Source: an optimization exercise on an open RTL-to-GDS flow (aim: small area, a short achievable clock period and few clock cycles). Production flows keep margins and buffers that such runs may drop. The RTL was checked by simulation tests, not by an equivalence proof against the original design. Power figures rest on the tool's default switching activity, not on a simulated workload.

Design cic_core, start of the top module:
module cic_core (
    input  wire        clk,
    input  wire        rst,
    input  wire        start,
    input  wire        region_pal,
    input  wire        abort_req,
    input  wire [7:0]  seed,
    input  wire [47:0] checksum,    
    input  wire        pif_clk,
    input  wire        pif_din,
    output wire        drive_low,
    output wire        ready,
    output wire        busy,
    output wire        lockup,
    output reg  [1:0]  outcome
);
    localparam [127:0] TABLE_NTSC = 128'h89E16DC75B8F41B0CED01E31A581A90E;
    localparam [127:0] TABLE_PAL  = 128'hC511891728F321B0A57589171215F40E;
    localparam [1:0] OUT_NONE    = 2'd0;
    localparam [1:0] OUT_ENDED   = 2'd1;
    localparam [1:0] OUT_ABORTED = 2'd2;
    localparam [1:0] OUT_LOCKUP  = 2'd3;
    localparam [3:0] G_IDLE = 4'd0,
                     G_HELLO = 4'd1,    
                     G_SEED  = 4'd2,    
                     G_CK0   = 4'd3,    
                     G_CK    = 4'd4,    
                     G_INIT  = 4'd5,    
  ...
Size: roughly 220 flip-flops, ~69 I/O pins, ~0.013 mm² of cells after synthesis.
export LEC_CHECK = 0
export ABC_CLOCK_PERIOD_IN_PS = 2500
export CAP_MARGIN = 20
export CORE_MARGIN = 2
export CORE_UTILIZATION = 50
export CTS_CLUSTER_DIAMETER = 80
export CTS_CLUSTER_SIZE = 30
export PLACE_DENSITY = 0.6
export SETUP_SLACK_MARGIN = 4.4
export SLEW_MARGIN = 20
create_clock -name core_clock -period 7.0 [get_ports {clk}]
standard.sh (not shown) runs the stock make flow with config.mk's settings and CLKGATE_MAP_FILE= SYNTH_SCRIPT=/design/flow/synth_recipe.tcl, a recipe that flattens the netlist after the stock synthesis.
==> flow/flow/run.sh <==
#!/bin/bash
# The standard layout, with the port buffers made of buf_1 cells (which
# the resizer may size up) instead of the default delay-buffer cell.
set -euo pipefail
export BUFFER_PORTS_ARGS="-buffer_cell sky130_fd_sc_hd__buf_1"
bash standard.sh > standard_flow.log 2>&1
Testbench counts at the start, summed over its fixed seeds: cycles 47,175.
Next try:
==> flow/flow/run.sh (replaced) <==
#!/bin/bash
# The standard layout, with the port buffers made of buf_2 cells (which
# the resizer may size up) instead of the default delay-buffer cell.
set -euo pipefail
export BUFFER_PORTS_ARGS="-buffer_cell sky130_fd_sc_hd__buf_2"
bash standard.sh > standard_flow.log 2>&1
--- a/flow/config.mk
+++ b/flow/config.mk
@@ -8 +8 @@
-export ABC_CLOCK_PERIOD_IN_PS = 2500
+export ABC_CLOCK_PERIOD_IN_PS = 3500
@@ -12,2 +12,2 @@
-export CTS_CLUSTER_DIAMETER = 80
-export CTS_CLUSTER_SIZE = 30
+export CTS_CLUSTER_DIAMETER = 70
+export CTS_CLUSTER_SIZE = 24
After rerunning: Worst setup slack is better by 38 ps; wire length rose by 1.6%; cell count is unchanged; critical path depth climbs by 3; total power went up by 1.6%; flip-flop and latch count does not change; global-route usage rises by 0.72 points.
Next try:
--- a/flow/config.mk
+++ b/flow/config.mk
@@ -8 +8 @@
-export ABC_CLOCK_PERIOD_IN_PS = 3500
+export ABC_CLOCK_PERIOD_IN_PS = 2500
@@ -15 +15 @@
-export SETUP_SLACK_MARGIN = 4.4
+export SETUP_SLACK_MARGIN = 4.45
Effect: Critical path depth went down by 4. Setup slack improves by 25 ps. Power went up by 4.6%.
Next try:
--- a/flow/config.mk
+++ b/flow/config.mk
@@ -15 +15 @@
-export SETUP_SLACK_MARGIN = 4.45
+export SETUP_SLACK_MARGIN = 4.3
What happened: The changed run went through all stages and came out clean; cell count fell by 1.5%; design area decreases by 2.9%; maximum frequency decreases by 4.6%; die area does not change; critical path depth rises by 4; combinational power came out lower by about 2%.


Setup of run A:
cic_core again, from the RTL that the note above started with.
export LEC_CHECK = 0
export ABC_CLOCK_PERIOD_IN_PS = 2500
export CAP_MARGIN = 20
export CORE_MARGIN = 2
export CORE_UTILIZATION = 50
export CTS_CLUSTER_DIAMETER = 70
export CTS_CLUSTER_SIZE = 24
export PLACE_DENSITY = 0.6
export SETUP_SLACK_MARGIN = 4.4
export SLEW_MARGIN = 20
create_clock -name core_clock -period 7.0 [get_ports {clk}]
==> flow/flow/run.sh <==
#!/bin/bash
# The standard layout, with the port buffers made of buf_2 cells (which
# the resizer may size up) instead of the default delay-buffer cell.
set -euo pipefail
export BUFFER_PORTS_ARGS="-buffer_cell sky130_fd_sc_hd__buf_2"
bash standard.sh > standard_flow.log 2>&1
Testbench counts of run A, summed over its fixed seeds: cycles 47,175.
Here is what was changed in the inputs of run B compared with run A.
==> flow/flow/run.sh <==
#!/bin/bash
# The standard layout, with the port buffers made of buf_1 cells (which
# the resizer may size up) instead of the default delay-buffer cell.
set -euo pipefail
export BUFFER_PORTS_ARGS="-buffer_cell sky130_fd_sc_hd__buf_1"
bash standard.sh > standard_flow.log 2>&1
Findings:
- Relative to run A, post-DP HPWL decreased by 1.6% in run B.
- Looking at run A and run B, the met3 usage in global routing is a wash.
- Per the comparison of run B with run A, number of inserted filler cells in the final layout up about 1.6%, proportion of power drawn by the clock network down 0.7 points, worst path buffer plus inverter count down 1.
- The register area was comparable across run A and run B.
What run C does differently from run B at the input level:
Settings: PLACE_DENSITY now 0.55, was 0.6; CORE_UTILIZATION now 45, was 50.
==> flow/flow/run.sh <==
#!/bin/bash
# The standard layout, with the port buffers made of buf_2 cells (which
# the resizer may size up) instead of the default delay-buffer cell.
set -euo pipefail
export BUFFER_PORTS_ARGS="-buffer_cell sky130_fd_sc_hd__buf_2"
bash standard.sh > standard_flow.log 2>&1
### Flow results
Run C was carried through to the last stage, and its layout satisfied the timing, DRC and antenna checks. Against run B as the reference, run C delivers a higher net count reported at finish. Relative to run B, the final cell area reported for run C is higher. Total number of cells along the worst setup path: run C vs run B down 1. Looking at final critical-path share of the clock period, run C sits above run B. Between run B and run C, the flow reports internal power contribution increasing by a few percent. Flip-flop and latch count came out exactly the same in run C and run B. Going from run B to run C, number of clock buffer instances in the layout grows by 1.
> inputs changed (run C -> run D)
Settings: a change of PLACE_DENSITY from 0.55 to 0.6; an added GPL_ROUTABILITY_DRIVEN of 0; a change of CORE_UTILIZATION from 45 to 50.
Results
Going from run C to run D, met1 demand-to-capacity share in global routing went up by 3.6 points; die area went down by about 10%; worst setup margin was more or less identical.
From run C to run D the numbers moved as follows: normalized max-slew margin went down 6.4 points, final hold violation count shows no meaningful change.
When the final numbers for run D and run C were put side by side, the fraction of power consumed by combinational cells turned out to be smaller in run C.
Going from run C to run D, first-pass iteration count of the detailed router moved up; leakage power moved down.


run Z:
cic_core again, from the RTL that the note above started with.
Settings: LEC_CHECK=0, ABC_CLOCK_PERIOD_IN_PS=2500, CAP_MARGIN=20, CORE_MARGIN=2, CORE_UTILIZATION=50, CTS_CLUSTER_DIAMETER=70, CTS_CLUSTER_SIZE=24, PLACE_DENSITY=0.6, SETUP_SLACK_MARGIN=4.5, SLEW_MARGIN=20; clock period 7.0 ns.
==> flow/flow/run.sh <==
#!/bin/bash
# The standard layout, with the port buffers made of buf_2 cells (which
# the resizer may size up) instead of the default delay-buffer cell.
set -euo pipefail
export BUFFER_PORTS_ARGS="-buffer_cell sky130_fd_sc_hd__buf_2"
bash standard.sh > standard_flow.log 2>&1
Looking at the reports, run Z completed the entire flow and the layout it produced met the timing, DRC and antenna checks.
Testbench counts of run Z, summed over its fixed seeds: cycles 47,175.
Here is what was changed in the inputs of run R compared with run Z.
- changing SETUP_SLACK_MARGIN from 4.5 to 4.35
--- outcome ---
Clock buffer count is higher on run R
From run Z to run R the numbers moved as follows: global-route usage dropped 0.37 points, fraction of layout cells with a size suffix above 1 lower, largest incremental delay on the critical path saw an increase, final period utilization rose by 2.0 points, via count shows a reduction of 1.6%.
In run R, setup slack is lower than in run Z.


Starting RTL as in the previous note.
clock: 7.0 ns
lec_check: 0
abc_clock_period_in_ps: 2500
cap_margin: 20
core_margin: 2
core_utilization: 50
cts_cluster_diameter: 80
cts_cluster_size: 30
place_density: 0.6
setup_slack_margin: 4.4
slew_margin: 20
Scripts as last shown in full above: flow/flow/run.sh
The baseline ran to the end with no violations.
Testbench counts at the start, summed over its fixed seeds: cycles 47,175.
Rerun with:
--- a/flow/config.mk
+++ b/flow/config.mk
@@ -11,5 +11,5 @@
 export CORE_UTILIZATION = 50
-export CTS_CLUSTER_DIAMETER = 80
-export CTS_CLUSTER_SIZE = 30
-export PLACE_DENSITY = 0.6
+export CTS_CLUSTER_DIAMETER = 70
+export CTS_CLUSTER_SIZE = 24
+export PLACE_DENSITY = 0.7
 export SETUP_SLACK_MARGIN = 4.4
Result: Non-clock buffer count increases by 5. Register-to-register slack gets worse by 50 ps. Sequential share of layout area decreases by 0.31 points. Utilization increases by 0.36 points. Total power increases by about 0.4%. Final cell count increases by 0.58%. Worst hold slack hardly moves. Setup slack gets worse by 55 ps.
Rerun with:
--- a/flow/config.mk
+++ b/flow/config.mk
@@ -11,5 +11,5 @@
 export CORE_UTILIZATION = 50
-export CTS_CLUSTER_DIAMETER = 70
-export CTS_CLUSTER_SIZE = 24
-export PLACE_DENSITY = 0.7
+export CTS_CLUSTER_DIAMETER = 75
+export CTS_CLUSTER_SIZE = 28
+export PLACE_DENSITY = 0.6
 export SETUP_SLACK_MARGIN = 4.4
Result:
- The changed run completed without violations
- via count falls slightly
- area after synthesis is unchanged
- total power falls by a few percent
- clock-buffer cell count falls by 5
- final area falls slightly
- maximum frequency rises slightly
- core utilization falls by 0.55 points
- non-clock buffer count falls by 4
- flip-flop and latch count stays the same
- synthesized cell count is unchanged
- global-route usage rises by 0.80 points

## separate check: timing with driven ports
Ports are ideal in the flow. The routed layouts listed here were re-timed in OpenROAD.
Step 1, drivers: a clkbuf_16 drives clk and a buf_2 each remaining input, both assumed.
Step 2 also shifts input and output timing later by t, the mid clock arrival at the registers, as if the neighbouring blocks saw the same clock.
Three values: ideal, step 1, step 2; two values: the first two.
run	t, ns	setup slack, ns	slew at the worst register clock pin (ns)
the first run of note 1	0.532	4.458 / 4.458 / 3.996	0.11 / 0.11
the second run of note 1	0.534	4.497 / 4.478 / 4.037	0.09 / 0.09
the third run of note 1	0.548	4.522 / 4.476 / 4.084	0.09 / 0.09
the fourth run of note 1	0.541	4.402 / 4.402 / 3.924	0.09 / 0.09
run A	0.534	4.497 / 4.478 / 4.037	0.09 / 0.09
run B	0.537	4.449 / 4.449 / 4.000	0.09 / 0.09
run C	0.544	4.375 / 4.375 / 4.016	0.09 / 0.09
run D	0.533	4.376 / 4.376 / 4.012	0.09 / 0.09
run Z	0.534	4.539 / 4.539 / 4.119	0.09 / 0.09
run R	0.534	4.401 / 4.401 / 3.926	0.09 / 0.09
the first run of note 4	0.528	4.487 / 4.462 / 4.052	0.10 / 0.10
the second run of note 4	0.527	4.432 / 4.432 / 4.058	0.09 / 0.09
the third run of note 4	0.530	4.443 / 4.443 / 4.051	0.10 / 0.10
After both steps setup and hold are still met in every run listed. The setup slack of the fourth run of note 1, which loses most, moves by 0.000 ns with the drivers and by -0.478 ns with both steps.
